Context: an optimization exercise on an open-source flow, tuned for small area, a short achievable clock period and few clock cycles. The choices shown serve that exercise and are no tape-out recipe. Function was checked by simulation only, so behaviour that the tests miss may differ from the original.

==> flow/design.v, too long to show whole: its modules and the start of the top module <==
// module zmc_pdiv: 21 lines
// module zmc_mul1: 825 lines
// module zmc_mul2: 1047 lines
// module zmc_profile: 306 lines
module zmc_profile #(
    parameter PPR = 2000    
) (
    input             clk,
    input             rst,
    input             in_valid,
    output            in_ready,
    input             in_op,
    input      [31:0] in_now,
    input      [15:0] in_start,
    input      [15:0] in_target,
    input      [15:0] in_time,
    input      [15:0] in_tad,
    output reg        out_valid,
    output     [15:0] pos_sp,
    output reg [1:0]  status
);
  // ...
==> flow/flow/run.sh <==
#!/bin/bash
# The standard layout, with the port buffers made from buf_2 cells instead of
# the default choice (a delay buffer).
set -o pipefail
export BUFFER_PORTS_ARGS="-buffer_cell sky130_fd_sc_hd__buf_2"
bash standard.sh > standard.log 2>&1
==> flow/standard.sh <==
#!/bin/bash
# synth_recipe.tcl (not shown) runs the flow's synth.tcl, then flattens the netlist and writes it again
# the make line also repeats each setting of config.mk as NAME=value (left out here)
make -C /OpenROAD-flow-scripts/flow DESIGN_CONFIG=/design/flow/config.mk WORK_HOME=/design/flow/orfs CLKGATE_MAP_FILE= SYNTH_SCRIPT=/design/flow/synth_recipe.tcl "${@:-finish}"
==> flow/config.mk <==
export PLATFORM = sky130hd
export DESIGN_NAME = zmc_profile
export DESIGN_NICKNAME = zmc_profile
export VERILOG_FILES = /design/flow/design.v
export SDC_FILE = /design/flow/constraint.sdc
export NUM_CORES = 4
export LEC_CHECK = 0
export CAP_MARGIN = 60
export CORE_MARGIN = 2
export CORE_UTILIZATION = 55
export PLACE_DENSITY = 0.7
export SLEW_MARGIN = 60
==> flow/constraint.sdc <==
create_clock -name core_clock -period 22.0 [get_ports {clk}]
set_input_delay 4.4000 -clock core_clock [delete_from_list [all_inputs] [get_ports {clk}]]
set_output_delay 4.4000 -clock core_clock [all_outputs]
set_load 0.01 [all_outputs]
==> metrics.csv, run 1 <==
metric,value,unit
clk_pin_slew_worst_paths,60,ps
largest_register_ffs,197,
cp_num_buf_inv,1,
fin_crit,5690,ps
reg2reg_to,kd[1][0],
drive_above_1_share,0.0931,
grt_pass1_wl,253,mm
placed_area,0.0717,mm²
highest_layer,met4,
crit_family,flip-flops,
ys.flop_type,dfxtp_1,
nClkBuffers,169,
outcome,timing/DRC/antenna clean,
synth_commonest_cells,"dfxtp_1 (841), inv_1 (706), fa_1 (581), mux2i_1 (581), ha_1 (492)",
drv_slew,0,
cts.sinks,1117,
post-synth-top-count-cell,dfxtp_1,
detail-route-antenna-nets,0,
syn_to_final_growth,9.70,%
clk_path_buf_depth,3,
grt.total_usage,0.244,
cts_tree,done,
wl_per_cell,19.6,µm
ys_warn_count,3,
layout.nonclk_buf_frac,0.0146,
grt_use_met2,0.430,
hold_buffers,0,
wl,157,mm
inverters,712,
yosys.area_share.simple,0.0591,
drt_iter0_markers,3005,
drt-vias-per-instance,5.65,
finalHoldViolCount,0,
nNetsFinal,7447,
synth_top_family_by_area,adder cells,
finalInstanceArea,0.0761,mm²
fin_skew,48.0,ps
synth.area.mux_share,0.0946,
hold_depth,0,
multi_input_cells,4151,
Testbench counts, summed over its fixed seeds: cycles 12,218.
==> module zmc_profile, before the edit <==
module zmc_profile #(
    parameter PPR = 2000    
) (
    input             clk,
    input             rst,
    input             in_valid,
    output            in_ready,
    input             in_op,
    input      [31:0] in_now,
    input      [15:0] in_start,
    input      [15:0] in_target,
    input      [15:0] in_time,
    input      [15:0] in_tad,
    output reg        out_valid,
    output     [15:0] pos_sp,
    output reg [1:0]  status
);
    localparam K_MOV = 3'b000, K_DEC = 3'b010, K_DRV = 3'b100;
    localparam K_CMP = 3'b011, K_REJ = 3'b001, K_IDL = 3'b101;
    localparam integer F = 13;
    reg         rdy_q, nrdy;
    assign in_ready = rdy_q;
    wire        acc = in_valid && !nrdy;
    reg         v0, op0;
    reg  [31:0] now0;                 
    reg  [15:0] tim0, tad0;
    wire [15:0] tgt0 = now0[31:16];
    wire [10:0] st0  = now0[10:0];
    reg         active, cb;
    reg  [31:0] t0;
    reg  [15:0] pT, pTmA;
    reg  [14:0] pA;
    reg  [10:0] pStartN, pEN;         
    reg  [10:0] pStart, pE;
    reg  [5:0]  pBn, pBo, pBt;        
    reg  [29:0] dn0, dn1;             
    reg  [4:0]  lz0, lz1;
    reg  [F:1]  vv, bk, bkn;
    reg  [2:0]  kd [1:F];
    wire [F:1]  drv;
    genvar g;
    generate
        for (g = 1; g <= F; g = g + 1) begin : g_drv
            assign drv[g] = kd[g][2] && !kd[g][0];
        end
    endgenerate
    wire        rej   = ({1'b0, tim0} <= {tad0, 1'b0});
    wire [31:0] t     = now0 - t0;
    wire [15:0] t16   = t[15:0];
    wire        fin   = (t[31:16] != 16'd0) || (t16 >= pT);
    wire        ph_a  = (t16 < {1'b0, pA});
    wire        ph_d  = (t16 > pTmA);
    wire [15:0] tdiff = tim0 - tad0;                           
    wire        dflight = |(vv[F-1:1] & drv[F-1:1]);
    wire        dnr0    = v0 && op0 && !rej;
    wire        hold0   = dnr0 && dflight;
    wire        adv0    = v0 && !hold0;
    reg  [2:0]  k_s1;
    always @* begin
        if (op0)          k_s1 = rej ? K_REJ : K_DRV;
        else if (!active) k_s1 = K_IDL;
        else if (fin)     k_s1 = K_CMP;
        else              k_s1 = K_MOV;
    end
    wire        bk_s1 = op0 ? !cb : cb;
    wire [11:0] e_s = {1'b0, tgt0[10:0]} + {2'b00, tgt0[15:11], 5'd0}
                    + {3'b000, tgt0[15:11], 4'd0};
    wire [10:0] e_m = (e_s >= 12'd2000) ? e_s - 12'd2000 : e_s[10:0];
    reg  [15:0] t16_1;
    reg         pha_1, phd_1;
    wire [15:0] u    = pT - t16_1;
    wire [16:0] tw   = {t16_1, 1'b0} - {2'b00, pA};
    wire [14:0] ks   = (pA == 15'd0) ? 15'd1 : pA;
    reg  [14:0] a1;
    reg  [16:0] b1;
    always @* begin
        if (kd[1][2])   begin a1 = ks;          b1 = {pTmA, 1'b0};         end
        else if (pha_1) begin a1 = t16_1[14:0]; b1 = {2'b00, t16_1[14:0]}; end
        else if (phd_1) begin a1 = u[14:0];     b1 = {2'b00, u[14:0]};     end
        else            begin a1 = ks;          b1 = tw;                   end
    end
    wire [2:0]  k_s2 = (kd[1] == K_MOV && !pha_1 && phd_1) ? K_DEC : kd[1];
    reg  [14:0] a_2;
    reg  [16:0] b_2;
    wire [30:0] m1s, m1c;
    wire [8:0]  b2n, b2o, b2t;                
    genvar gm;
    generate
        for (gm = 0; gm < 9; gm = gm + 1) begin : g_b2
            wire [2:0] tb;
            if (gm == 0) begin : g0
                assign tb = {b_2[1:0], 1'b0};
            end else if (gm == 8) begin : g8
                assign tb = {1'b0, b_2[16:15]};
            end else begin : gmid
                assign tb = b_2[2*gm+1:2*gm-1];
            end
            assign b2n[gm] = tb[2] && !(tb[1] && tb[0]);
            assign b2o[gm] = tb[1] ^ tb[0];
            assign b2t[gm] = (tb[2] && !tb[1] && !tb[0]) || (!tb[2] && tb[1] && tb[0]);
        end
    endgenerate
    zmc_mul1 u_mul1 (.x(a_2), .neg(b2n), .one(b2o), .two(b2t), .s(m1s), .c(m1c));
    reg  [30:0] m1s_3, m1c_3;
    wire [30:0] prod = m1s_3 + m1c_3;
    reg  [30:0] p_4;
    wire [31:0] lx = {p_4, 1'b1};
    wire [7:0]  lg;                           
    wire [1:0]  ll [0:7];                     
    genvar g4;
    generate
        for (g4 = 0; g4 < 8; g4 = g4 + 1) begin : g_lz
            wire [3:0] nb = lx[4*g4+3:4*g4];
            assign lg[g4] = |nb;
            assign ll[g4] = nb[3] ? 2'd0 : nb[2] ? 2'd1 : nb[1] ? 2'd2 : 2'd3;
        end
    endgenerate
    wire        li2 = |lg[7:4];
    wire        li1 = li2 ? |lg[7:6] : |lg[3:2];
    wire        li0 = li2 ? (li1 ? lg[7] : lg[5]) : (li1 ? lg[3] : lg[1]);
    wire [1:0]  lsel = ll[{li2, li1, li0}];
    wire [4:0]  lzp  = {~li2, ~li1, ~li0, lsel};
    wire [4:0]  amt  = drv[4] ? lzp : (bk[4] ? lz1 : lz0);
    wire [30:0] pn   = p_4 << amt;
    wire [11:0] dsub = {1'b0, pEN} - {1'b0, pStartN};
    wire [10:0] d_n  = dsub[11] ? dsub[10:0] + 11'd2000 : dsub[10:0];
    wire [5:0]  dbn, dbo, dbt;
    genvar gb;
    generate
        for (gb = 0; gb < 6; gb = gb + 1) begin : g_bd
            wire [2:0] tb;
            if (gb == 0) begin : g0
                assign tb = {d_n[1:0], 1'b0};
            end else if (gb == 5) begin : g5
                assign tb = {1'b0, d_n[10:9]};
            end else begin : gm
                assign tb = d_n[2*gb+1:2*gb-1];
            end
            assign dbn[gb] = tb[2] && !(tb[1] && tb[0]);
            assign dbo[gb] = tb[1] ^ tb[0];
            assign dbt[gb] = (tb[2] && !tb[1] && !tb[0]) || (!tb[2] && tb[1] && tb[0]);
        end
    endgenerate
    reg  [30:0] pn_5;
    wire        dz5  = drv[5];            
    wire [41:0] m2s, m2c;
    zmc_mul2 u_mul2 (.x(pn_5), .neg(pBn & {6{!dz5}}), .one(pBo & {6{!dz5}}),
                     .two(pBt & {6{!dz5}}), .s(m2s), .c(m2c));
    reg  [41:0] m2s_6, m2c_6;
    wire [41:0] nn = m2s_6 + m2c_6;
    wire [32:0] ws_a [0:11];
    wire [32:0] wc_a [0:11];
    wire [10:0] nb_a [0:11];
    wire [10:0] qp_a [0:11];
    wire [10:0] qn_a [0:11];
    assign ws_a[0] = {2'b00, nn[41:11]};
    assign wc_a[0] = 33'd0;
    assign nb_a[0] = nn[10:0];
    assign qp_a[0] = 11'd0;
    assign qn_a[0] = 11'd0;
    genvar s;
    generate
        for (s = 0; s < 11; s = s + 1) begin : g_srt
            localparam J  = 10 - s;           
            localparam RI = (s == 0) ? 6 : 7 + (s - 1) / 2;    
            wire [30:0] dn = {1'b1, bkn[RI] ? dn0[29:15] : dn1[29:15],
                                    bk[RI]  ? dn1[14:0]  : dn0[14:0]};
            wire [32:0] wso, wco;
            wire        qpb, qnb;
            zmc_pdiv u_step (
                .ws(ws_a[s]), .wc(wc_a[s]), .bi(nb_a[s][J]), .dn(dn),
                .ws_o(wso), .wc_o(wco), .qp(qpb), .qn(qnb)
            );
            wire [10:0] qpn = qp_a[s] | ({10'd0, qpb} << J);
            wire [10:0] qnn = qn_a[s] | ({10'd0, qnb} << J);
            if ((s % 2) == 0) begin : g_r
                reg [32:0] ws_q, wc_q;
                reg [10:0] nb_q, qp_q, qn_q;
                always @(posedge clk) begin
                    ws_q <= wso;
                    wc_q <= wco;
                    nb_q <= nb_a[s];
                    qp_q <= qpn;
                    qn_q <= qnn;
                end
                assign ws_a[s+1] = ws_q;
                assign wc_a[s+1] = wc_q;
                assign nb_a[s+1] = nb_q;
                assign qp_a[s+1] = qp_q;
                assign qn_a[s+1] = qn_q;
            end else begin : g_w
                assign ws_a[s+1] = wso;
                assign wc_a[s+1] = wco;
                assign nb_a[s+1] = nb_a[s];
                assign qp_a[s+1] = qpn;
                assign qn_a[s+1] = qnn;
            end
        end
    endgenerate
    wire [32:0] rws  = ws_a[11], rwc = wc_a[11];      
    wire [32:0] rsum = rws + rwc;
    wire [30:0] dnf  = {1'b1, bkn[12] ? dn0[29:15] : dn1[29:15],
                              bk[12]  ? dn1[14:0]  : dn0[14:0]};
    wire [32:0] dz   = {2'b00, dnf};
    wire [32:0] ts   = rws ^ rwc ^ dz;
    wire [32:0] tc   = {((rws & rwc) | (rws & dz) | (rwc & dz)), 1'b0} ;
    wire        z0   = ((rws ^ rwc) == {(rws[31:0] | rwc[31:0]), 1'b0});
    wire        zd   = ((ts ^ tc) == {(ts[31:0] | tc[31:0]), 1'b0});
    wire        rneg = rsum[32];
    wire [10:0] qs   = qp_a[11] - qn_a[11];
    wire        zq12 = kd[12][2] || kd[12][0];
    wire        dc12 = kd[12][1];
    wire [12:0] qx_n = {13{dc12}} ^ {2'b00, qs & {11{!zq12}}};
    reg         neg_13, nz_13;
    reg  [12:0] qx_13;
    wire        decF = kd[F][1];
    wire        ng   = neg_13;
    wire        nze  = nz_13;
    wire [10:0] base = decF ? pE : (drv[F] ? pStartN : pStart);
    wire [12:0] qx   = qx_13;
    wire [12:0] cx   = decF ? {11'd0, ng, !ng && !nze} - {12'd0, ng && nze}
                            : {13{ng}};
    wire [12:0] sv   = {2'b00, base} + qx + cx;       
    wire [12:0] svp  = sv + 13'd2000;
    wire [12:0] svm  = sv - 13'd2000;
    wire [10:0] posn = sv[12] ? svp[10:0] : (!svm[12] ? svm[10:0] : sv[10:0]);
    reg  [10:0] pos_q;
    assign pos_sp = {5'd0, pos_q};
    wire dfl_next = (adv0 && dnr0) || |(vv[F-2:1] & drv[F-2:1]);
    integer k;
    always @(posedge clk) begin
        if (!nrdy) begin
            op0  <= in_op;
            now0 <= in_op ? {in_target, 5'd0, in_start[10:0]} : in_now;
            tim0 <= in_time;
            tad0 <= in_tad;
        end
        if (acc && in_op) t0 <= in_now;
        if (v0 && op0) begin
            pT   <= tim0;
            pA   <= tad0[14:0];
            pTmA <= tdiff;
        end
        if (adv0 && dnr0) begin
            pStartN <= st0;
            pEN     <= e_m;
        end
        t16_1 <= t16;
        pha_1 <= ph_a;
        phd_1 <= ph_d;
        a_2   <= a1;
        b_2   <= b1;
        m1s_3 <= m1s;
        m1c_3 <= m1c;
        p_4   <= prod;
        pn_5  <= pn;
        m2s_6 <= m2s;
        m2c_6 <= m2c;
        neg_13 <= !zq12 && rneg;
        nz_13  <= !zq12 && (rneg ? !zd : !z0);
        qx_13  <= qx_n;
        if (vv[4] && drv[4]) begin
            if (bk[4]) begin dn1 <= pn[29:0]; lz1 <= amt; end
            else       begin dn0 <= pn[29:0]; lz0 <= amt; end
            pBn <= dbn;
            pBo <= dbo;
            pBt <= dbt;
        end
        if (vv[F] && drv[F]) begin
            pStart <= pStartN;
            pE     <= pEN;
        end
        pos_q  <= posn;
        status <= {kd[F][0] && !kd[F][1], kd[F][0] && (kd[F][1] || kd[F][2])};
        for (k = F; k >= 3; k = k - 1) begin
            kd[k]  <= kd[k-1];
            bk[k]  <= bk[k-1];
            bkn[k] <= bkn[k-1];
        end
        kd[2]  <= k_s2;
        bk[2]  <= bk[1];
        bkn[2] <= bkn[1];
        kd[1]  <= k_s1;
        bk[1]  <= bk_s1;
        bkn[1] <= !bk_s1;
        if (adv0 && dnr0) cb <= !cb;
        if (rst) begin
            rdy_q     <= 1'b1;
            nrdy      <= 1'b0;
            v0        <= 1'b0;
            vv        <= {F{1'b0}};
            out_valid <= 1'b0;
            active    <= 1'b0;
        end else begin
            v0 <= acc || hold0;
            vv <= {vv[F-1:1], adv0};
            out_valid <= vv[F];
            if (adv0) begin
                if (op0) active <= !rej;
                else if (active && fin) active <= 1'b0;
            end
            rdy_q <= !(((acc && in_op) || hold0) && dfl_next);
            nrdy  <= ((acc && in_op) || hold0) && dfl_next;
        end
    end
endmodule
==> inputs of run 2 (changes only) <==
--- a/flow/design.v
+++ b/flow/design.v
@@ -844,18 +844,18 @@
     assign s = {w405, w403, w401, w399, w397, w395, w393, w391, w389, w387, w385, w383, w381, w379, w377, w375, w373, w371, w369, w367, w365, w363, w361, w359, w357, w355, w353, w351, w350, bp2, bp1};
     assign c = {w406, w404, w402, w400, w398, w396, w394, w392, w390, w388, w386, w384, w382, w380, w378, w376, w374, w372, w370, w368, w366, w364, w362, w360, w358, w356, w354, w352, neg[1], 1'b0, neg[0]};
 endmodule
 module zmc_mul2 (
     input  [30:0] x,
     input  [5:0] neg,      
     input  [5:0] one,
     input  [5:0] two,
-    output [41:0] s,        
-    output [41:0] c
+    output [43:0] s,        
+    output [43:0] c
 );
     wire bp1;
     wire bp2;
     wire bp3;
     wire bp4;
     wire bp5;
     wire bp6;
     wire bp7;
@@ -1883,18 +1883,18 @@
     assign w511 = w434 ^ w435 ^ bp194;
     assign w512 = (w434 & w435) | (w434 & bp194) | (w435 & bp194);
     assign w513 = w436 ^ w437 ^ 1'b1;
     assign w514 = (w436 & w437) | (w436 & 1'b1) | (w437 & 1'b1);
     assign w515 = w438 ^ bs165 ^ bp196;
     assign w516 = (w438 & bs165) | (w438 & bp196) | (bs165 & bp196);
     assign w517 = bp197 ^ 1'b1;
     assign w518 = bp197 & 1'b1;
-    assign s = {w516, w514, w512, w510, w508, w506, w504, w502, w500, w498, w496, w494, w492, w490, w488, w486, w484, w482, w480, w478, w476, w474, w472, w470, w468, w466, w464, w462, w460, w458, w456, w454, w452, w450, w448, w446, w444, w442, w440, w439, bp2, bp1};
-    assign c = {w517, w515, w513, w511, w509, w507, w505, w503, w501, w499, w497, w495, w493, w491, w489, w487, w485, w483, w481, w479, w477, w475, w473, w471, w469, w467, w465, w463, w461, w459, w457, w455, w453, w451, w449, w447, w445, w443, w441, neg[1], 1'b0, neg[0]};
+    assign s = {1'b1, w518, w516, w514, w512, w510, w508, w506, w504, w502, w500, w498, w496, w494, w492, w490, w488, w486, w484, w482, w480, w478, w476, w474, w472, w470, w468, w466, w464, w462, w460, w458, w456, w454, w452, w450, w448, w446, w444, w442, w440, w439, bp2, bp1};
+    assign c = {1'b0, bs198, w517, w515, w513, w511, w509, w507, w505, w503, w501, w499, w497, w495, w493, w491, w489, w487, w485, w483, w481, w479, w477, w475, w473, w471, w469, w467, w465, w463, w461, w459, w457, w455, w453, w451, w449, w447, w445, w443, w441, neg[1], 1'b0, neg[0]};
 endmodule
 module zmc_profile #(
     parameter PPR = 2000    
 ) (
     input             clk,
     input             rst,
     input             in_valid,
     output            in_ready,
@@ -1905,17 +1905,17 @@
     input      [15:0] in_time,
     input      [15:0] in_tad,
     output reg        out_valid,
     output     [15:0] pos_sp,
     output reg [1:0]  status
 );
     localparam K_MOV = 3'b000, K_DEC = 3'b010, K_DRV = 3'b100;
     localparam K_CMP = 3'b011, K_REJ = 3'b001, K_IDL = 3'b101;
-    localparam integer F = 13;
+    localparam integer F = 11;
     reg         rdy_q, nrdy;
     assign in_ready = rdy_q;
     wire        acc = in_valid && !nrdy;
     reg         v0, op0;
     reg  [31:0] now0;                 
     reg  [15:0] tim0, tad0;
     wire [15:0] tgt0 = now0[31:16];
     wire [10:0] st0  = now0[10:0];
@@ -1933,93 +1933,94 @@
     wire [F:1]  drv;
     genvar g;
     generate
         for (g = 1; g <= F; g = g + 1) begin : g_drv
             assign drv[g] = kd[g][2] && !kd[g][0];
         end
     endgenerate
     wire        rej   = ({1'b0, tim0} <= {tad0, 1'b0});
-    wire [31:0] t     = now0 - t0;
+    wire [32:0] tf    = {1'b0, now0} - {1'b0, t0};
+    wire [31:0] t     = tf[31:0];
     wire [15:0] t16   = t[15:0];
-    wire        fin   = (t[31:16] != 16'd0) || (t16 >= pT);
+    wire [33:0] y3    = {2'b00, now0} - {2'b00, t0} - {18'd0, pT};
+    wire        fin   = tf[32] ? (!y3[33] || y3[32]) : !y3[33];
     wire        ph_a  = (t16 < {1'b0, pA});
     wire        ph_d  = (t16 > pTmA);
     wire [15:0] tdiff = tim0 - tad0;                           
     wire        dflight = |(vv[F-1:1] & drv[F-1:1]);
     wire        dnr0    = v0 && op0 && !rej;
     wire        hold0   = dnr0 && dflight;
     wire        adv0    = v0 && !hold0;
     reg  [2:0]  k_s1;
     always @* begin
         if (op0)          k_s1 = rej ? K_REJ : K_DRV;
         else if (!active) k_s1 = K_IDL;
         else if (fin)     k_s1 = K_CMP;
+        else if (!ph_a && ph_d) k_s1 = K_DEC;
         else              k_s1 = K_MOV;
     end
     wire        bk_s1 = op0 ? !cb : cb;
     wire [11:0] e_s = {1'b0, tgt0[10:0]} + {2'b00, tgt0[15:11], 5'd0}
                     + {3'b000, tgt0[15:11], 4'd0};
     wire [10:0] e_m = (e_s >= 12'd2000) ? e_s - 12'd2000 : e_s[10:0];
-    reg  [15:0] t16_1;
-    reg         pha_1, phd_1;
-    wire [15:0] u    = pT - t16_1;
-    wire [16:0] tw   = {t16_1, 1'b0} - {2'b00, pA};
+    wire [15:0] u    = pT - t16;
+    wire [16:0] tw   = {t16, 1'b0} - {2'b00, pA};
     wire [14:0] ks   = (pA == 15'd0) ? 15'd1 : pA;
+    wire [14:0] kd0  = (tad0[14:0] == 15'd0) ? 15'd1 : tad0[14:0];
     reg  [14:0] a1;
     reg  [16:0] b1;
     always @* begin
-        if (kd[1][2])   begin a1 = ks;          b1 = {pTmA, 1'b0};         end
-        else if (pha_1) begin a1 = t16_1[14:0]; b1 = {2'b00, t16_1[14:0]}; end
-        else if (phd_1) begin a1 = u[14:0];     b1 = {2'b00, u[14:0]};     end
-        else            begin a1 = ks;          b1 = tw;                   end
+        if (op0)       begin a1 = kd0;       b1 = {tdiff, 1'b0};         end
+        else if (ph_a) begin a1 = t16[14:0]; b1 = {2'b00, t16[14:0]};    end
+        else if (ph_d) begin a1 = u[14:0];   b1 = {2'b00, u[14:0]};      end
+        else           begin a1 = ks;        b1 = tw;                    end
     end
-    wire [2:0]  k_s2 = (kd[1] == K_MOV && !pha_1 && phd_1) ? K_DEC : kd[1];
-    reg  [14:0] a_2;
-    reg  [16:0] b_2;
+    reg  [14:0] a_1;
+    reg  [16:0] b_1;
     wire [30:0] m1s, m1c;
     wire [8:0]  b2n, b2o, b2t;                
     genvar gm;
     generate
         for (gm = 0; gm < 9; gm = gm + 1) begin : g_b2
             wire [2:0] tb;
             if (gm == 0) begin : g0
-                assign tb = {b_2[1:0], 1'b0};
+                assign tb = {b_1[1:0], 1'b0};
             end else if (gm == 8) begin : g8
-                assign tb = {1'b0, b_2[16:15]};
+                assign tb = {1'b0, b_1[16:15]};
             end else begin : gmid
-                assign tb = b_2[2*gm+1:2*gm-1];
+                assign tb = b_1[2*gm+1:2*gm-1];
             end
             assign b2n[gm] = tb[2] && !(tb[1] && tb[0]);
             assign b2o[gm] = tb[1] ^ tb[0];
             assign b2t[gm] = (tb[2] && !tb[1] && !tb[0]) || (!tb[2] && tb[1] && tb[0]);
         end
     endgenerate
-    zmc_mul1 u_mul1 (.x(a_2), .neg(b2n), .one(b2o), .two(b2t), .s(m1s), .c(m1c));
-    reg  [30:0] m1s_3, m1c_3;
-    wire [30:0] prod = m1s_3 + m1c_3;
-    reg  [30:0] p_4;
-    wire [31:0] lx = {p_4, 1'b1};
+    zmc_mul1 u_mul1 (.x(a_1), .neg(b2n), .one(b2o), .two(b2t), .s(m1s), .c(m1c));
+    reg  [30:0] m1s_2, m1c_2;
+    wire [30:0] prod = m1s_2 + m1c_2;
+    reg  [30:0] p_3;
+    wire [31:0] lx = {p_3, 1'b1};
     wire [7:0]  lg;                           
     wire [1:0]  ll [0:7];                     
     genvar g4;
     generate
         for (g4 = 0; g4 < 8; g4 = g4 + 1) begin : g_lz
             wire [3:0] nb = lx[4*g4+3:4*g4];
             assign lg[g4] = |nb;
             assign ll[g4] = nb[3] ? 2'd0 : nb[2] ? 2'd1 : nb[1] ? 2'd2 : 2'd3;
         end
     endgenerate
     wire        li2 = |lg[7:4];
     wire        li1 = li2 ? |lg[7:6] : |lg[3:2];
     wire        li0 = li2 ? (li1 ? lg[7] : lg[5]) : (li1 ? lg[3] : lg[1]);
     wire [1:0]  lsel = ll[{li2, li1, li0}];
     wire [4:0]  lzp  = {~li2, ~li1, ~li0, lsel};
-    wire [4:0]  amt  = drv[4] ? lzp : (bk[4] ? lz1 : lz0);
-    wire [30:0] pn   = p_4 << amt;
+    wire [4:0]  amt  = drv[3] ? lzp : (bk[3] ? lz1 : lz0);
+    wire [30:0] pn   = p_3 << amt;
     wire [11:0] dsub = {1'b0, pEN} - {1'b0, pStartN};
     wire [10:0] d_n  = dsub[11] ? dsub[10:0] + 11'd2000 : dsub[10:0];
     wire [5:0]  dbn, dbo, dbt;
     genvar gb;
     generate
         for (gb = 0; gb < 6; gb = gb + 1) begin : g_bd
             wire [2:0] tb;
             if (gb == 0) begin : g0
@@ -2029,38 +2030,48 @@
             end else begin : gm
                 assign tb = d_n[2*gb+1:2*gb-1];
             end
             assign dbn[gb] = tb[2] && !(tb[1] && tb[0]);
             assign dbo[gb] = tb[1] ^ tb[0];
             assign dbt[gb] = (tb[2] && !tb[1] && !tb[0]) || (!tb[2] && tb[1] && tb[0]);
         end
     endgenerate
-    reg  [30:0] pn_5;
-    wire        dz5  = drv[5];            
-    wire [41:0] m2s, m2c;
-    zmc_mul2 u_mul2 (.x(pn_5), .neg(pBn & {6{!dz5}}), .one(pBo & {6{!dz5}}),
-                     .two(pBt & {6{!dz5}}), .s(m2s), .c(m2c));
-    reg  [41:0] m2s_6, m2c_6;
-    wire [41:0] nn = m2s_6 + m2c_6;
-    wire [32:0] ws_a [0:11];
-    wire [32:0] wc_a [0:11];
-    wire [10:0] nb_a [0:11];
-    wire [10:0] qp_a [0:11];
-    wire [10:0] qn_a [0:11];
-    assign ws_a[0] = {2'b00, nn[41:11]};
-    assign wc_a[0] = 33'd0;
-    assign nb_a[0] = nn[10:0];
-    assign qp_a[0] = 11'd0;
-    assign qn_a[0] = 11'd0;
+    reg  [30:0] pn_4;
+    wire [43:0] m2s, m2c;                 
+    zmc_mul2 u_mul2 (.x(pn_4), .neg(pBn), .one(pBo), .two(pBt),
+                     .s(m2s), .c(m2c));
+    wire [11:0] nlo  = {1'b0, m2s[10:0]} + {1'b0, m2c[10:0]};
+    wire [30:0] dn4  = {1'b1, bkn[4] ? dn0[29:15] : dn1[29:15],
+                              bk[4]  ? dn1[14:0]  : dn0[14:0]};
+    wire [32:0] f0a  = {m2s[42:11], nlo[10]};
+    wire [32:0] f0b  = {m2c[42:11], 1'b1};
+    wire [32:0] f0c  = ~{2'b00, dn4};
+    wire [32:0] f1s  = f0a ^ f0b ^ f0c;
+    wire [32:0] f1c  = {((f0a & f0b) | (f0a & f0c) | (f0b & f0c)), 1'b0};
+    wire [32:0] f0d  = {31'd0, nlo[11], 1'b0};
+    wire [32:0] ws1  = f1s ^ f1c ^ f0d;
+    wire [32:0] wc1  = {((f1s & f1c) | (f1s & f0d) | (f1c & f0d)), 1'b0};
+    wire [32:0] ws_a [1:11];
+    wire [32:0] wc_a [1:11];
+    wire [10:0] nb_a [1:11];
+    wire [10:0] qp_a [1:11];
+    wire [10:0] qn_a [1:11];
+    reg  [32:0] ws_5, wc_5;
+    reg  [9:0]  nb_5;
+    assign ws_a[1] = ws_5;
+    assign wc_a[1] = wc_5;
+    assign nb_a[1] = {1'b0, nb_5};
+    assign qp_a[1] = 11'b100_0000_0000;
+    assign qn_a[1] = 11'd0;
     genvar s;
     generate
-        for (s = 0; s < 11; s = s + 1) begin : g_srt
+        for (s = 1; s < 11; s = s + 1) begin : g_srt
             localparam J  = 10 - s;           
-            localparam RI = (s == 0) ? 6 : 7 + (s - 1) / 2;    
+            localparam RI = 5 + (s - 1) / 2;  
             wire [30:0] dn = {1'b1, bkn[RI] ? dn0[29:15] : dn1[29:15],
                                     bk[RI]  ? dn1[14:0]  : dn0[14:0]};
             wire [32:0] wso, wco;
             wire        qpb, qnb;
             zmc_pdiv u_step (
                 .ws(ws_a[s]), .wc(wc_a[s]), .bi(nb_a[s][J]), .dn(dn),
                 .ws_o(wso), .wc_o(wco), .qp(qpb), .qn(qnb)
             );
@@ -2087,35 +2098,35 @@
                 assign nb_a[s+1] = nb_a[s];
                 assign qp_a[s+1] = qpn;
                 assign qn_a[s+1] = qnn;
             end
         end
     endgenerate
     wire [32:0] rws  = ws_a[11], rwc = wc_a[11];      
     wire [32:0] rsum = rws + rwc;
-    wire [30:0] dnf  = {1'b1, bkn[12] ? dn0[29:15] : dn1[29:15],
-                              bk[12]  ? dn1[14:0]  : dn0[14:0]};
+    wire [30:0] dnf  = {1'b1, bkn[10] ? dn0[29:15] : dn1[29:15],
+                              bk[10]  ? dn1[14:0]  : dn0[14:0]};
     wire [32:0] dz   = {2'b00, dnf};
     wire [32:0] ts   = rws ^ rwc ^ dz;
     wire [32:0] tc   = {((rws & rwc) | (rws & dz) | (rwc & dz)), 1'b0} ;
     wire        z0   = ((rws ^ rwc) == {(rws[31:0] | rwc[31:0]), 1'b0});
     wire        zd   = ((ts ^ tc) == {(ts[31:0] | tc[31:0]), 1'b0});
     wire        rneg = rsum[32];
     wire [10:0] qs   = qp_a[11] - qn_a[11];
-    wire        zq12 = kd[12][2] || kd[12][0];
-    wire        dc12 = kd[12][1];
-    wire [12:0] qx_n = {13{dc12}} ^ {2'b00, qs & {11{!zq12}}};
-    reg         neg_13, nz_13;
-    reg  [12:0] qx_13;
+    wire        zq10 = kd[10][2] || kd[10][0];
+    wire        dc10 = kd[10][1];
+    wire [12:0] qx_n = {13{dc10}} ^ {2'b00, qs & {11{!zq10}}};
+    reg         neg_11, nz_11;
+    reg  [12:0] qx_11;
     wire        decF = kd[F][1];
-    wire        ng   = neg_13;
-    wire        nze  = nz_13;
+    wire        ng   = neg_11;
+    wire        nze  = nz_11;
     wire [10:0] base = decF ? pE : (drv[F] ? pStartN : pStart);
-    wire [12:0] qx   = qx_13;
+    wire [12:0] qx   = qx_11;
     wire [12:0] cx   = decF ? {11'd0, ng, !ng && !nze} - {12'd0, ng && nze}
                             : {13{ng}};
     wire [12:0] sv   = {2'b00, base} + qx + cx;       
     wire [12:0] svp  = sv + 13'd2000;
     wire [12:0] svm  = sv - 13'd2000;
     wire [10:0] posn = sv[12] ? svp[10:0] : (!svm[12] ? svm[10:0] : sv[10:0]);
     reg  [10:0] pos_q;
     assign pos_sp = {5'd0, pos_q};
@@ -2133,51 +2144,46 @@
             pT   <= tim0;
             pA   <= tad0[14:0];
             pTmA <= tdiff;
         end
         if (adv0 && dnr0) begin
             pStartN <= st0;
             pEN     <= e_m;
         end
-        t16_1 <= t16;
-        pha_1 <= ph_a;
-        phd_1 <= ph_d;
-        a_2   <= a1;
-        b_2   <= b1;
-        m1s_3 <= m1s;
-        m1c_3 <= m1c;
-        p_4   <= prod;
-        pn_5  <= pn;
-        m2s_6 <= m2s;
-        m2c_6 <= m2c;
-        neg_13 <= !zq12 && rneg;
-        nz_13  <= !zq12 && (rneg ? !zd : !z0);
-        qx_13  <= qx_n;
-        if (vv[4] && drv[4]) begin
-            if (bk[4]) begin dn1 <= pn[29:0]; lz1 <= amt; end
+        a_1   <= a1;
+        b_1   <= b1;
+        m1s_2 <= m1s;
+        m1c_2 <= m1c;
+        p_3   <= prod;
+        pn_4  <= pn;
+        ws_5  <= ws1;
+        wc_5  <= wc1;
+        nb_5  <= nlo[9:0];
+        neg_11 <= !zq10 && rneg;
+        nz_11  <= !zq10 && (rneg ? !zd : !z0);
+        qx_11  <= qx_n;
+        if (vv[3] && drv[3]) begin
+            if (bk[3]) begin dn1 <= pn[29:0]; lz1 <= amt; end
             else       begin dn0 <= pn[29:0]; lz0 <= amt; end
             pBn <= dbn;
             pBo <= dbo;
             pBt <= dbt;
         end
         if (vv[F] && drv[F]) begin
             pStart <= pStartN;
             pE     <= pEN;
         end
         pos_q  <= posn;
         status <= {kd[F][0] && !kd[F][1], kd[F][0] && (kd[F][1] || kd[F][2])};
-        for (k = F; k >= 3; k = k - 1) begin
+        for (k = F; k >= 2; k = k - 1) begin
             kd[k]  <= kd[k-1];
             bk[k]  <= bk[k-1];
             bkn[k] <= bkn[k-1];
         end
-        kd[2]  <= k_s2;
-        bk[2]  <= bk[1];
-        bkn[2] <= bkn[1];
         kd[1]  <= k_s1;
         bk[1]  <= bk_s1;
         bkn[1] <= !bk_s1;
         if (adv0 && dnr0) cb <= !cb;
         if (rst) begin
             rdy_q     <= 1'b1;
             nrdy      <= 1'b0;
             v0        <= 1'b0;
==> flow/config.mk (replaced) <==
export PLATFORM = sky130hd
export DESIGN_NAME = zmc_profile
export DESIGN_NICKNAME = zmc_profile
export VERILOG_FILES = /design/flow/design.v
export SDC_FILE = /design/flow/constraint.sdc
export NUM_CORES = 4
export LEC_CHECK = 0
export CAP_MARGIN = 20
export CORE_MARGIN = 2
export CORE_UTILIZATION = 55
export PLACE_DENSITY = 0.7
export SLEW_MARGIN = 20
==> metrics.csv, run 2 <==
metric,value,unit,change
synth-seq-area-share,0.345,,
grt_setup_unrepaired,false,,
place_hpwl,122,mm,
h-tree-depth,3,,
drt-vias-per-instance,5.64,,-0.14%
worst_pin_slew,1140,ps,
clk_pin_slew_worst_paths,60,ps,about the same
fmax,166,MHz,
post_cts_buffers,0,,
final_cell_mix,"dfxtp_1 (729), inv_1 (695), fa_1 (610)",,
drv_slew,0,,unchanged
ys_warn_count,3,,unchanged
die_area,0.123,mm²,
post-synth-top-count-cell,dfxtp_1,,
pin_count,120,,
fin_skew,75.7,ps,+27.7 ps
nNetsFinal,7121,,-4.4%
async_flop_share,0,,
placed_area,0.0682,mm²,-5.0%
clk_path_buf_depth,3,,unchanged
detail-route-antenna-nets,0,,unchanged
fin_setup_tns,0,ps,
wl_met1,65.9,mm,
syn-cell-area,0.0663,mm²,
core,0.120,mm²,
finalInstanceArea,0.0718,mm²,-5.6%
largest_registers,"g_srt.g_r.wc_q: 165 flops, g_srt.g_r.ws_q: 165 flops",,
dp_cells,7447,,
wl_per_cell,20.3,µm,+3.8%
path_max_fanout,6,,
drt_iter0_markers,2923,,-2.7%
cts-root-buf,clkbuf_16,,
outcome,timing/DRC/antenna clean,,
grt_overflow,0,,
gp_congestion,0.907,,
synth_cell_types,90,,
dr.pass1.iters,6,,
grt.total_usage,0.256,,+0.0115
crit_required,22610,ps,
grt_pass1_wl,248,mm,-2.0%
hold_buffers,0,,unchanged
criticalPathCategory,flip-flop to flip-flop,,
synth_top_area_share,0.220,,
die_y,351,µm,
finalHoldViolCount,0,,unchanged
yosysTopAreaCell,dfxtp_1,,
layout_commonest_cell,dfxtp_1,,
setup_viol,0,,
syn_to_final_growth,8.34,%,
startpoint_type,flip-flop,,
synthTopCellsByArea,"dfxtp_1 (22%), fa_1 (18%), edfxtp_1 (13%)",,
ys_ff_latch,1005,,
post_cts_resized,0,,
synth_edf_count,276,,
cp.arrival,6620,ps,
cts_tree,done,,
vias,43100,,
wl,156,mm,-1.2%
route.met3.wl,7.88,mm,
start_util,0.553,,
fin_crit,6010,ps,+315 ps
die_x,351,µm,
grt_max_degree,68,,
io_buffers,109,,
worstSetupEndpointType,flip-flop,,
fin_crit_sh,0.273,,
rows,127,,
ys.flop_type,dfxtp_1,,
slew_headroom,0.237,,
avgSynthCellArea,11.1,µm²,
synth_commonest_cells,"dfxtp_1 (729), inv_1 (695), fa_1 (610)",,
drive_above_1_share,0.0775,,-0.0157
post-route-drc-count,0,,
cts.sinks,1005,,-10%
grt_pass1_vias,44800,,
route.met2.wl,74.4,mm,
drv_cap,0,,
hp-class,flip-flop to flip-flop,,
synthCells,5972,,
layout.cells.non_filler,7642,,
cts_made_buffers,103,,
clk_latency,720,ps,
highest_layer,met4,,
antenna_found_initial,1,,
## run 2: cell count changes in the layout (fill, tap and decap cells not counted), moves of 17 or more
cell       change
a21oi_1       -19
a22o_1        +20
clkbuf_16     -18
dfxtp_1       -73
dfxtp_2       -38
fa_1          +29
mux2i_1       -20
nand2_1       -17
nor2_1        -45
## run 2: kinds of logic after synthesis
kind of cell | count (synthesis) | synth area share
AOI/OAI and AO/OA | 967 | 0.0994
xor gates and xnor gates | 545 | 0.0720
adders and majority gates | 1080 | 0.273
buffers and inverters | 1007 | 0.0580
DFF | 1005 | 0.345
muxes | 639 | 0.0984
other | 1 | 0.0000566
and+or+nand+nor | 728 | 0.0540
## run 2: routing by layer
metal	vias to the layer above	track usage
li1	20200	-
met2	1283	0.434
met4	0	0.116
met3	312	0.0310
met5	-	0
met1	21300	0.327
## run 2: cell type report
type	count	area (µm²)
Antenna cell	1	2.50
Clock buffer	143	2950
Clock inverter	48	602
Fill cell	9823	48000
Inverter	705	2650
Multi-Input combinational cell	3964	39700
Sequential cell	1005	22900
Tap cell	1612	2020
Timing Repair Buffer	164	1010
## run 2: path summary, 6_finish.rpt
path,start,to,slack [ps],cells after the start
setup / recovery,now0[0],kd[1][0],15990,22
hold / removal,kd[8][1],kd[9][1],310,0
setup reg to reg,now0[0],kd[1][0],15990,22
hold reg to reg,kd[8][1],kd[9][1],310,0
## run 2: metrics by stage
step	utilization	hold WS (ps)	worst slack, ps
3_3_place_gp	0.569	310	15640
5_1_grt	0.599	324	15640
3_5_place_dp	0.569	312	15520
6_report	0.599	306	15990
2_1_floorplan	-	310	16110
4_1_cts	0.599	303	15530
## run 2: worst max-delay path, stage by stage, from the launching register on
cell	delay (ps)
edfxtp_1	440
inv_1	90
ha_1	170
inv_1	60
fa_1	420
a211oi_1	380
o21ai_0	200
o21ai_0	320
o21ba_2	210
o21bai_1	70
xnor2_1	420
inv_1	210
ha_1	420
a21oi_1	150
o21ai_0	150
a22oi_1	200
o21ai_0	140
a311oi_1	280
o2111ai_1	220
a2111o_1	430
nor4_1	600
and2_1	260
a21boi_1	70
Testbench counts of run 2, summed over its fixed seeds: cycles 12,179.
==> inputs of run 3 (changes only) <==
--- a/flow/config.mk
+++ b/flow/config.mk
@@ -5,8 +5,8 @@
 export SDC_FILE = /design/flow/constraint.sdc
 export NUM_CORES = 4
 export LEC_CHECK = 0
-export CAP_MARGIN = 20
+export CAP_MARGIN = 60
 export CORE_MARGIN = 2
 export CORE_UTILIZATION = 55
 export PLACE_DENSITY = 0.7
-export SLEW_MARGIN = 20
+export SLEW_MARGIN = 60
==> metrics.csv, run 3 <==
metric,value,unit,change
vias,43200,,+0.12%
cp.arrival,6340,ps,-280 ps
wl_met1,66.4,mm,+0.79%
synth_cell_types,90,,unchanged
final_cell_mix,"dfxtp_1 (695), inv_1 (689), fa_1 (610)",,
synthCells,5972,,unchanged
synth_top_area_share,0.220,,unchanged
detail-route-antenna-nets,0,,unchanged
die_x,351,µm,unchanged
cts-root-buf,clkbuf_16,,
hold_end,kd[9][1],,
die_area,0.123,mm²,unchanged
drive_above_1_share,0.0949,,+0.0174
ys.flop_type,dfxtp_1,,
holdCritStartpoint,kd[8][1],,
syn-cell-area,0.0663,mm²,unchanged
fin_skew,104,ps,+28.6 ps
ys_warn_count,3,,unchanged
layout.cells.non_filler,7663,,+0.27%
pin_count,120,,unchanged
worst_pin_slew,658,ps,-485 ps
crit_path_cell_trace,inv_1 -> ha_1 -> inv_1 -> fa_1 -> a211oi_1 -> o21ai_0 -> o21ai_1 -> o21ba_2 -> o21bai_1 -> xnor2_1 -> inv_1 -> ha_1 -> a21oi_1 -> o21ai_0 -> a22oi_1 -> o21ai_0 -> a311oi_1 -> o2111ai_1 -> a2111o_1 -> nor4_2 -> and2_1 -> a21boi_1,,
core,0.120,mm²,unchanged
clk_path_buf_depth,3,,unchanged
h-tree-depth,3,,unchanged
post-synth-top-count-cell,dfxtp_1,,
post_cts_buffers,0,,unchanged
avgSynthCellArea,11.1,µm²,unchanged
worstSetupEndpointType,flip-flop,,
async_flop_share,0,,unchanged
wl_per_cell,20.4,µm,+0.17%
grt_pass1_vias,44700,,-0.11%
grt_pass1_wl,249,mm,+0.37%
syn_to_final_growth,9.19,%,
rows,127,,unchanged
cts_made_buffers,104,,+0.97%
fin_crit,5740,ps,-271 ps
grt_setup_unrepaired,false,,
timing.rr.start,now0[0],,
grt.total_usage,0.256,,+0.000571
drv_cap,0,,unchanged
drt-vias-per-instance,5.63,,-0.15%
largest_registers,"g_srt.g_r.wc_q: 165 flops, g_srt.g_r.ws_q: 165 flops",,
slew_headroom,0.561,,+0.324
drv_slew,0,,unchanged
hold_buffers,0,,unchanged
cts_tree,done,,
n_antenna_cell,0,,-1
gp_congestion,0.907,,unchanged
reg2regPathDepth,22,,unchanged
dr.pass1.iters,10,,+4
wl,156,mm,+0.44%
cts.sinks,1005,,unchanged
fin_hold_ws,318,ps,+11.7 ps
io_buffers,109,,unchanged
grt_max_degree,68,,unchanged
fin_crit_sh,0.261,,-0.0123
hold_depth,0,,unchanged
post-route-drc-count,0,,unchanged
synth_edf_count,276,,unchanged
post_cts_resized,0,,unchanged
synth-seq-area-share,0.345,,unchanged
fin_setup_tns,0,ps,unchanged
drt_iter0_markers,2903,,-0.68%
highest_layer,met4,,
crit_required,22600,ps,about the same
max_stage_delay,440,ps,-160 ps
route.met2.wl,75.1,mm,+0.92%
antenna_found_initial,0,,-1
crit_path_top_delay_cell,edfxtp_1,,
reg2reg_to,kd[1][0],,
outcome,timing/DRC/antenna clean,,
ys_ff_latch,1005,,unchanged
criticalPathCategory,flip-flop to flip-flop,,
die_y,351,µm,unchanged
route.met3.wl,7.72,mm,-1.9%
crit_family,compound AO/OA/AOI/OAI gates,,
nNetsFinal,7138,,+0.24%
reg2reg_slack,16260,ps,+270 ps
start_util,0.553,,unchanged
setup_viol,0,,unchanged
synth_commonest_cells,"dfxtp_1 (729), inv_1 (695), fa_1 (610)",,
grt_overflow,0,,unchanged
startpoint_type,flip-flop,,
fmax,174,MHz,+4.7%
clk_pin_slew_worst_paths,60,ps,about the same
hp-class,flip-flop to flip-flop,,
dp_cells,7465,,+0.24%
cp_num_buf_inv,3,,unchanged
finalHoldViolCount,0,,unchanged
layout_commonest_cell,dfxtp_1,,
yosysTopAreaCell,dfxtp_1,,
place_hpwl,122,mm,+0.40%
synthTopCellsByArea,"dfxtp_1 (22%), fa_1 (18%), edfxtp_1 (13%)",,
path_max_fanout,6,,unchanged
clk_latency,740,ps,+20 ps
[run 3: cells by family (layout without fill, tap and decap cells)]
group	count (synthesis)	in the layout	share of synthesized area
XOR/XNOR	545	545	0.0720
buffers and inverters	1007	1082	0.0580
flip-flops	1005	1005	0.345
AND/OR/NAND/NOR	728	728	0.0540
adder cells (fa/ha/maj)	1080	1080	0.273
other	1	5	0.0000566
multiplexers	639	639	0.0984
AO/OA/AOI/OAI	967	967	0.0994
[run 3: worst reg2reg max path, stage by stage, from the launching register on]
cell       delay, ps
edfxtp_1         440
inv_1            100
ha_1             170
inv_1             50
fa_1             440
a211oi_1         340
o21ai_0          190
o21ai_1          310
o21ba_2          190
o21bai_1          70
xnor2_1          420
inv_1            220
ha_1             420
a21oi_1          150
o21ai_0          140
a22oi_1          200
o21ai_0          170
a311oi_1         260
o2111ai_1        220
a2111o_1         440
nor4_2           360
and2_1           240
a21boi_1          70
[run 3: how the worst max path moves through the flow]
stage                             to  depth (start not counted)     start
3_3_place_gp   g_srt[2].g_r.ws_q[21]                         17  wc_5[30]
4_1_cts                     in_ready                          1     rdy_q
2_1_floorplan                   nrdy                          4     in_op
5_1_grt                      a_1[12]                         21   now0[0]
6_report                    kd[1][0]                         22   now0[0]
3_5_place_dp                    nrdy                          5     in_op
[run 3: layout make-up]
cell class	count	area, µm²
Sequential cell	1005	22900
Clock inverter	51	682
Tap cell	1612	2020
Clock buffer	146	2980
Timing Repair Buffer	180	1140
Inverter	705	2660
Multi-Input combinational cell	3964	40000
Fill cell	9796	47400
[run 3: layer usage]
layer | vias to the layer above | global-route usage
li1 | 20300 | -
met1 | 21400 | 0.330
met2 | 1238 | 0.437
met3 | 283 | 0.0292
met4 | 0 | 0.110
met5 | - | 0
[run 3: stage by stage]
step | utilization | area [µm²] | worst slack (ps)
global placement | 0.569 | 68100 | 15640
global route | 0.604 | 72400 | 15900
floorplan | - | 66300 | 16110
detailed placement | 0.573 | 68600 | 16140
CTS | 0.603 | 72300 | 16280
finish | 0.604 | 72400 | 16260
==> inputs of run 4 (changes only) <==
--- a/flow/design.v
+++ b/flow/design.v
@@ -1914,15 +1914,15 @@
     reg         rdy_q, nrdy;
     assign in_ready = rdy_q;
     wire        acc = in_valid && !nrdy;
-    reg         v0, op0;
+    reg         v0, op0, rej0;
     reg  [31:0] now0;                 
-    reg  [15:0] tim0, tad0;
     wire [15:0] tgt0 = now0[31:16];
     wire [10:0] st0  = now0[10:0];
     reg         active, cb;
     reg  [31:0] t0;
     reg  [15:0] pT, pTmA;
-    reg  [14:0] pA;
+    reg  [15:0] pA16;                 
+    wire [14:0] pA = pA16[14:0];
     reg  [10:0] pStartN, pEN;         
     reg  [10:0] pStart, pE;
     reg  [5:0]  pBn, pBo, pBt;        
@@ -1937,7 +1937,7 @@
             assign drv[g] = kd[g][2] && !kd[g][0];
         end
     endgenerate
-    wire        rej   = ({1'b0, tim0} <= {tad0, 1'b0});
+    wire        rej   = rej0;       
     wire [32:0] tf    = {1'b0, now0} - {1'b0, t0};
     wire [31:0] t     = tf[31:0];
     wire [15:0] t16   = t[15:0];
@@ -1945,8 +1945,8 @@
     wire        fin   = tf[32] ? (!y3[33] || y3[32]) : !y3[33];
     wire        ph_a  = (t16 < {1'b0, pA});
     wire        ph_d  = (t16 > pTmA);
-    wire [15:0] tdiff = tim0 - tad0;                           
-    wire        dflight = |(vv[F-1:1] & drv[F-1:1]);
+    wire [15:0] tdiff = pT - pA16;                             
+    wire        dflight = |(vv[F-2:1] & drv[F-2:1]);
     wire        dnr0    = v0 && op0 && !rej;
     wire        hold0   = dnr0 && dflight;
     wire        adv0    = v0 && !hold0;
@@ -1955,9 +1955,10 @@
         if (op0)          k_s1 = rej ? K_REJ : K_DRV;
         else if (!active) k_s1 = K_IDL;
         else if (fin)     k_s1 = K_CMP;
-        else if (!ph_a && ph_d) k_s1 = K_DEC;
         else              k_s1 = K_MOV;
     end
+    reg         dph_1;
+    wire [2:0]  k_s2 = (kd[1] == K_MOV && dph_1) ? K_DEC : kd[1];
     wire        bk_s1 = op0 ? !cb : cb;
     wire [11:0] e_s = {1'b0, tgt0[10:0]} + {2'b00, tgt0[15:11], 5'd0}
                     + {3'b000, tgt0[15:11], 4'd0};
@@ -1965,11 +1966,10 @@
     wire [15:0] u    = pT - t16;
     wire [16:0] tw   = {t16, 1'b0} - {2'b00, pA};
     wire [14:0] ks   = (pA == 15'd0) ? 15'd1 : pA;
-    wire [14:0] kd0  = (tad0[14:0] == 15'd0) ? 15'd1 : tad0[14:0];
     reg  [14:0] a1;
     reg  [16:0] b1;
     always @* begin
-        if (op0)       begin a1 = kd0;       b1 = {tdiff, 1'b0};         end
+        if (op0)       begin a1 = ks;        b1 = {tdiff, 1'b0};         end
         else if (ph_a) begin a1 = t16[14:0]; b1 = {2'b00, t16[14:0]};    end
         else if (ph_d) begin a1 = u[14:0];   b1 = {2'b00, u[14:0]};      end
         else           begin a1 = ks;        b1 = tw;                    end
@@ -2115,12 +2115,14 @@
     wire        zq10 = kd[10][2] || kd[10][0];
     wire        dc10 = kd[10][1];
     wire [12:0] qx_n = {13{dc10}} ^ {2'b00, qs & {11{!zq10}}};
+    wire [10:0] base_n = dc10 ? pE : (drv[F-1] ? pStartN : pStart);
+    reg  [10:0] base_11;
     reg         neg_11, nz_11;
     reg  [12:0] qx_11;
     wire        decF = kd[F][1];
     wire        ng   = neg_11;
     wire        nze  = nz_11;
-    wire [10:0] base = decF ? pE : (drv[F] ? pStartN : pStart);
+    wire [10:0] base = base_11;
     wire [12:0] qx   = qx_11;
     wire [12:0] cx   = decF ? {11'd0, ng, !ng && !nze} - {12'd0, ng && nze}
                             : {13{ng}};
@@ -2130,21 +2132,20 @@
     wire [10:0] posn = sv[12] ? svp[10:0] : (!svm[12] ? svm[10:0] : sv[10:0]);
     reg  [10:0] pos_q;
     assign pos_sp = {5'd0, pos_q};
-    wire dfl_next = (adv0 && dnr0) || |(vv[F-2:1] & drv[F-2:1]);
+    wire dfl_next = (adv0 && dnr0) || |(vv[F-3:1] & drv[F-3:1]);
     integer k;
     always @(posedge clk) begin
         if (!nrdy) begin
             op0  <= in_op;
+            rej0 <= ({1'b0, in_time} <= {in_tad, 1'b0});
             now0 <= in_op ? {in_target, 5'd0, in_start[10:0]} : in_now;
-            tim0 <= in_time;
-            tad0 <= in_tad;
         end
-        if (acc && in_op) t0 <= in_now;
-        if (v0 && op0) begin
-            pT   <= tim0;
-            pA   <= tad0[14:0];
-            pTmA <= tdiff;
+        if (acc && in_op) begin
+            t0   <= in_now;
+            pT   <= in_time;
+            pA16 <= in_tad;
         end
+        if (v0 && op0) pTmA <= tdiff;
         if (adv0 && dnr0) begin
             pStartN <= st0;
             pEN     <= e_m;
@@ -2168,20 +2169,24 @@
             pBo <= dbo;
             pBt <= dbt;
         end
-        if (vv[F] && drv[F]) begin
+        base_11 <= base_n;
+        if (vv[F-1] && drv[F-1]) begin
             pStart <= pStartN;
             pE     <= pEN;
         end
         pos_q  <= posn;
         status <= {kd[F][0] && !kd[F][1], kd[F][0] && (kd[F][1] || kd[F][2])};
-        for (k = F; k >= 2; k = k - 1) begin
+        for (k = F; k >= 3; k = k - 1)
             kd[k]  <= kd[k-1];
+        kd[2]  <= k_s2;
+        dph_1  <= !ph_a && ph_d;
+        for (k = F; k >= 2; k = k - 1)
             bk[k]  <= bk[k-1];
+        for (k = F; k >= 5; k = k - 1)
             bkn[k] <= bkn[k-1];
-        end
+        bkn[4] <= !bk[3];                 
         kd[1]  <= k_s1;
         bk[1]  <= bk_s1;
-        bkn[1] <= !bk_s1;
         if (adv0 && dnr0) cb <= !cb;
         if (rst) begin
             rdy_q     <= 1'b1;
--- a/flow/config.mk
+++ b/flow/config.mk
@@ -8,5 +8,6 @@
 export CAP_MARGIN = 60
 export CORE_MARGIN = 2
 export CORE_UTILIZATION = 55
+export CTS_BUF_LIST = sky130_fd_sc_hd__clkbuf_4 sky130_fd_sc_hd__clkbuf_8
 export PLACE_DENSITY = 0.7
 export SLEW_MARGIN = 60
==> metrics.csv, run 4 <==
metric,value,unit,change
layout_commonest_cell,inv_1,,
rows,126,,-0.79%
fin_crit_sh,0.262,,+0.000991
cts_made_buffers,163,,+57%
drive_above_1_share,0.112,,+0.0176
post-route-drc-count,0,,unchanged
n_fill_cell,9712,,-0.86%
crit_path_cell_trace,buf_2,,
die_area,0.123,mm²,-0.62%
detail-route-antenna-nets,0,,unchanged
ys_ff_latch,984,,-2.1%
busiest_layer,met2,,
startpoint_type,flip-flop,,
synth-seq-area-share,0.336,,-0.00877
cp.arrival,1360,ps,-4980 ps
hp-class,flip-flop to flip-flop,,
grt_pass1_vias,44900,,+0.30%
grt.total_usage,0.252,,-0.00417
gp_congestion,0.919,,+1.3%
h-tree-depth,4,,+1
seq_area,0.0222,mm²,-3.2%
largest_registers,"g_srt.g_r.wc_q: 165 flops, g_srt.g_r.ws_q: 165 flops",,
wl,152,mm,-2.8%
synth-compound-area-share,0.0989,,-0.000515
ys.flop_type,dfxtp_1,,
post_cts_resized,0,,unchanged
nNetsFinal,7183,,+0.63%
clk_latency,860,ps,+120 ps
grtUsageMet3,0.0342,,+0.00501
fin_crit,5760,ps,+21.8 ps
drt_iter0_markers,2765,,-4.8%
io_buffers,109,,unchanged
worstSetupEndpointType,primary output,,
fin_setup_tns,0,ps,unchanged
drv_cap,0,,unchanged
outcome,timing/DRC/antenna clean,,
cp_num_buf_inv,1,,-2
grt_util_met1,0.315,,-0.0150
setup_viol,0,,unchanged
ys_warn_count,3,,unchanged
crit_required,17600,ps,-5000 ps
async_flop_share,0,,unchanged
yosysTopAreaCell,dfxtp_1,,
grt_setup_unrepaired,false,,
synth_top_family_by_area,adder cells,,
yosys.area_share.simple,0.0529,,-0.00112
finalHoldViolCount,0,,unchanged
clk_path_buf_depth,3,,unchanged
antenna_found_initial,1,,+1
drt-vias-per-instance,5.57,,-1.1%
synth_fa_ha_area_frac,0.275,,+0.00172
synth_cell_types,92,,+2.2%
start_util,0.556,,+0.00312
slew_headroom,0.575,,+0.0145
syn-cell-area,0.0659,mm²,-0.62%
crit_path_top_delay_cell,dfxtp_1,,
post_cts_buffers,0,,unchanged
hold_buffers,0,,unchanged
synth.area.mux_share,0.104,,+0.00565
cts-root-buf,clkbuf_8,,
avgSynthCellArea,11.0,µm²,-0.44%
die_y,350,µm,-0.31%
die_x,350,µm,-0.31%
grt_overflow,0,,unchanged
fmax,174,MHz,-0.38%
clk_pin_slew_worst_paths,60,ps,about the same
synth_commonest_cells,"dfxtp_1 (738), inv_1 (738), fa_1 (610)",,
path_max_fanout,1,,-5
multiInputGateArea,0.0401,mm²,+0.43%
criticalPathCategory,flip-flop to primary output,,
final_cell_mix,"inv_1 (733), dfxtp_1 (709), fa_1 (610)",,
vias,43200,,-0.0069%
max_stage_delay,370,ps,-70 ps
pin_count,120,,unchanged
setup_ws,16240,ps,-21.8 ps
place_hpwl,119,mm,-2.2%
grt_max_degree,70,,+2.9%
synth_top_area_share,0.224,,+0.00412
wl_per_cell,19.6,µm,-3.8%
cts_tree,done,,
dr.pass1.iters,6,,-4
synth-xor-area-share,0.0723,,+0.000320
syn_to_final_growth,9.03,%,
drv_slew,0,,unchanged
fin_skew,48.9,ps,-55.3 ps
synthTopCellsByArea,"dfxtp_1 (22%), fa_1 (19%), edfxtp_1 (11%)",,
synthCells,5961,,-0.18%
grt_pass1_wl,244,mm,-2.0%
worst_pin_slew,635,ps,-23.2 ps
crit_family,flip-flops,,
pre_cts_slack,15490,ps,-649 ps
core,0.118,mm²,-1.2%
cts.sinks,984,,-2.1%
grt_use_met2,0.435,,-0.00219
synth_edf_count,246,,-11%
-- run 4: final cells by class --
cell class,count,area share
clock inverter,47,0.00568
tap,1600,0.0279
multi-input combinational,3935,0.559
inverter,744,0.0390
antenna,1,0.0000348
timing repair buffer,177,0.0154
clock buffer,256,0.0440
sequential,984,0.309
-- run 4: cells by family after synthesis --
logic type,count (synthesis)
AOI/OAI and AO/OA,937
xor gates and xnor gates,544
DFF,984
adders and majority gates,1080
other,1
muxes,675
buffers and inverters,1046
and+or+nand+nor,694
-- run 4: per-stage QoR --
stage / cell area [µm²] / utilization / cells / hold slack, ps
after floorplan: 65900 / - / 5965 / 310
after global placement: 67800 / 0.572 / 7430 / 311
after detailed placement: 68100 / 0.575 / 7438 / 312
after CTS: 71700 / 0.606 / 7741 / 308
after global routing: 71800 / 0.607 / 7744 / 317
final: 71800 / 0.607 / 7744 / 297
-- run 4: metal layers --
layer,up-vias,part of all wire
met1,21300,0.42
met5,-,0
met4,0,0.042
met2,1240,0.49
li1,20300,-
met3,313,0.050
-- run 4: path summary, 6_finish.rpt --
kind	start	endpoint	slack, ps	cells past startpoint
hold / removal	g_srt[6].g_r.qn_q[6]	g_srt[8].g_r.qn_q[6]	300	0
setup / recovery	rdy_q	in_ready	16240	1
hold reg to reg	g_srt[6].g_r.qn_q[6]	g_srt[8].g_r.qn_q[6]	300	0
setup reg to reg	now0[0]	active	16340	21
Testbench counts of run 4, summed over its fixed seeds: cycles 12,168.
==> inputs of run 5 (changes only) <==
--- a/flow/config.mk
+++ b/flow/config.mk
@@ -8,6 +8,5 @@
 export CAP_MARGIN = 60
 export CORE_MARGIN = 2
 export CORE_UTILIZATION = 55
-export CTS_BUF_LIST = sky130_fd_sc_hd__clkbuf_4 sky130_fd_sc_hd__clkbuf_8
 export PLACE_DENSITY = 0.7
 export SLEW_MARGIN = 60
==> metrics.csv, run 5 <==
metric,value,unit,change
crit_family,compound AO/OA/AOI/OAI gates,,
grt_pass1_vias,44300,,-1.2%
hp-class,flip-flop to flip-flop,,
outcome,timing/DRC/antenna clean,,
hold_depth,0,,unchanged
n_antenna_cell,0,,-1
grt.total_usage,0.251,,-0.00143
hold_buffers,0,,unchanged
async_flop_share,0,,unchanged
drt-vias-per-instance,5.58,,+0.17%
synth_commonest_cells,"dfxtp_1 (738), inv_1 (738), fa_1 (610)",,
drv_cap,0,,unchanged
dr.pass1.iters,6,,unchanged
reg2regPathDepth,21,,unchanged
setup_viol,0,,unchanged
die_y,350,µm,unchanged
fin_crit,5800,ps,+41.1 ps
holdCritStartpoint,g_srt[2].g_r.qn_q[8],,
antenna_found_initial,0,,-1
grt_max_degree,70,,unchanged
h-tree-depth,3,,-1
worst_pin_slew,593,ps,-42.0 ps
yosysTopAreaCell,dfxtp_1,,
max_stage_delay,290,ps,-80 ps
crit_required,22530,ps,+4930 ps
crit_path_cell_trace,buf_2 -> ha_1 -> nor2b_1 -> o21a_1 -> o21a_1 -> o21a_1 -> o21a_1 -> o21a_1 -> o21a_1 -> o21ai_0 -> a21oi_1 -> o21ai_0,,
die_area,0.123,mm²,unchanged
io_buffers,109,,unchanged
fin_setup_tns,0,ps,unchanged
slew_headroom,0.604,,+0.0290
detail-route-antenna-nets,0,,unchanged
worstSetupEndpointType,flip-flop,,
post-route-drc-count,0,,unchanged
gp_congestion,0.919,,unchanged
cp.arrival,6330,ps,+4970 ps
cts.sinks,984,,unchanged
cp_num_buf_inv,1,,unchanged
hold_end,g_srt[4].g_r.qn_q[8],,
synthTopCellsByArea,"dfxtp_1 (22%), fa_1 (19%), edfxtp_1 (11%)",,
fmax,172,MHz,-0.71%
layout_commonest_cell,inv_1,,
post_cts_buffers,0,,unchanged
grt_setup_unrepaired,false,,
pin_count,120,,unchanged
drt_iter0_markers,2759,,-0.22%
clk_path_buf_depth,3,,unchanged
ys_warn_count,3,,unchanged
grt_overflow,0,,unchanged
core,0.118,mm²,unchanged
clk_latency,700,ps,-160 ps
syn-cell-area,0.0659,mm²,unchanged
final_cell_mix,"inv_1 (733), dfxtp_1 (709), fa_1 (610)",,
nNetsFinal,7126,,-0.79%
cts_made_buffers,106,,-35%
criticalPathCategory,input pin to flip-flop,,
ys_ff_latch,984,,unchanged
finalHoldViolCount,0,,unchanged
cts-root-buf,clkbuf_16,,
path_max_fanout,2,,+1
clk_pin_slew_worst_paths,60,ps,about the same
largest_registers,"g_srt.g_r.wc_q: 165 flops, g_srt.g_r.ws_q: 165 flops",,
drive_above_1_share,0.0942,,-0.0183
finish.utilization,0.608,,+0.00105
wl_per_cell,19.8,µm,+1.0%
timing.rr.start,now0[0],,
crit_path_top_delay_cell,ha_1,,
rows,126,,unchanged
grt_pass1_wl,243,mm,-0.24%
wl,151,mm,-0.37%
synth_cell_types,92,,unchanged
synth_edf_count,246,,unchanged
cp_common_cell,o21a_1,,
synthCells,5961,,unchanged
place_hpwl,119,mm,unchanged
syn_to_final_growth,9.21,%,
synth-seq-area-share,0.336,,unchanged
reg2reg_slack,16420,ps,+80 ps
fin_crit_sh,0.264,,+0.00187
avgSynthCellArea,11.0,µm²,unchanged
startpoint_type,input pin,,
reg2reg_to,active,,
ys.flop_type,dfxtp_1,,
drv_slew,0,,unchanged
start_util,0.556,,unchanged
synth_top_area_share,0.224,,unchanged
fin_skew,49.2,ps,+0.272 ps
vias,42700,,-1.2%
cts_tree,done,,
post_cts_resized,0,,unchanged
die_x,350,µm,unchanged
-- run 5: cell counts after synthesis --
Identical to the previous run, type by type.
-- run 5: stage by stage --
| step | instance area [µm²] | setup slack [ps] | hold WS, ps | cells |
|---|---|---|---|---|
| floorplan | 65900 | 15180 | 310 | 5965 |
| global placement | 67800 | 15410 | 311 | 7430 |
| detailed placement | 68100 | 15490 | 312 | 7438 |
| CTS | 71800 | 16220 | 326 | 7637 |
| global route | 71900 | 15970 | 326 | 7639 |
| finish | 71900 | 16200 | 323 | 7639 |
-- run 5: final cells by class --
cell class              instances  area, µm²
inverters                     744       2800
multi-input cells            3935      40100
clock inverters                43        449
flip-flops and latches        984      22200
clock buffers                 156       3240
well taps                    1600       2000
repair buffers                177       1100
fillers                      9647      46500
-- run 5: how the worst max path moves through the flow --
stage                from  endpoint  slack [ps]  cells past startpoint
2_1_floorplan       in_op     rdy_q       15180                      5
3_3_place_gp        in_op     rdy_q       15410                      6
3_5_place_dp   in_time[2]      rej0       15490                     12
4_1_cts        in_time[2]      rej0       16220                     12
5_1_grt           now0[0]    active       15970                     21
6_report       in_time[2]      rej0       16200                     12
-- run 5: routing by layer --
| layer | vias up | global-route usage | routed length [µm] |
|---|---|---|---|
| met3 | 268 | 0.0273 | 7300 |
| met4 | 0 | 0.104 | 6120 |
| li1 | 20200 | - | - |
| met1 | 21000 | 0.318 | 63600 |
| met5 | - | 0 | 0 |
| met2 | 1175 | 0.436 | 74300 |
-- run 5: logic make-up (layout without fill, tap and decap cells) --
family          count (synthesis)  count (layout)  synth area share
fa+ha+maj                    1080            1080             0.275
buf+inv                      1046            1120            0.0607
flops                         984             984             0.336
compound gates                937             937            0.0989
simple gates                  694             694            0.0529
mux                           675             675             0.104
xor+xnor                      544             544            0.0723
other cells                     1               5         0.0000569
-- run 5: worst register-to-register path, stage by stage (launching register included) --
cell and delay [ps]:
edfxtp_1 420, inv_1 80, ha_1 170, inv_1 60, fa_1 420, a211oi_1 330
o21ai_0 220, a21oi_1 280, o21ai_0 190, xnor2_1 460, inv_1 250, ha_1 420
and2_1 180, nand2_1 100, a211o_1 120, a21o_1 140, a31oi_1 130, or4_1 510
nor3_1 170, and4_1 210, nand4_1 260, o31ai_1 350

## separate check: timing with driven ports
The results above use ideal ports. As a check the final layouts listed here were re-extracted and re-timed, cells and wires unchanged. Step 1: set_driving_cell puts a clkbuf_16 on clk and a buf_2 on each other input, an assumption about the parent block. Step 2 also shifts input and output timing later by t, the mid clock arrival at the registers, as if the neighbouring blocks saw the same clock. a / b / c = no drivers / after step 1 / after step 2; a / b = the first two.
run | shift t [ns] | setup WS [ns] | worst hold slack (ns) | cell pins on the clock port's net
run 1 | 0.786 | 16.308 / 16.232 / 16.106 | 0.322 / 0.322 / 0.322 | 1
run 2 | 0.751 | 15.993 / 15.993 / 15.878 | 0.306 / 0.306 / 0.306 | 1
run 3 | 0.751 | 16.264 / 16.257 / 16.200 | 0.318 / 0.318 / 0.318 | 1
run 4 | 0.897 | 16.242 / 16.178 / 15.512 | 0.297 / 0.297 / 0.297 | 1
run 5 | 0.748 | 16.201 / 16.252 / 15.505 | 0.323 / 0.323 / 0.323 | 1
After both steps every run listed still meets setup and hold. For run 4, which loses most, drivers alone change the setup slack by -0.064 ns; drivers and shift together by -0.730 ns.
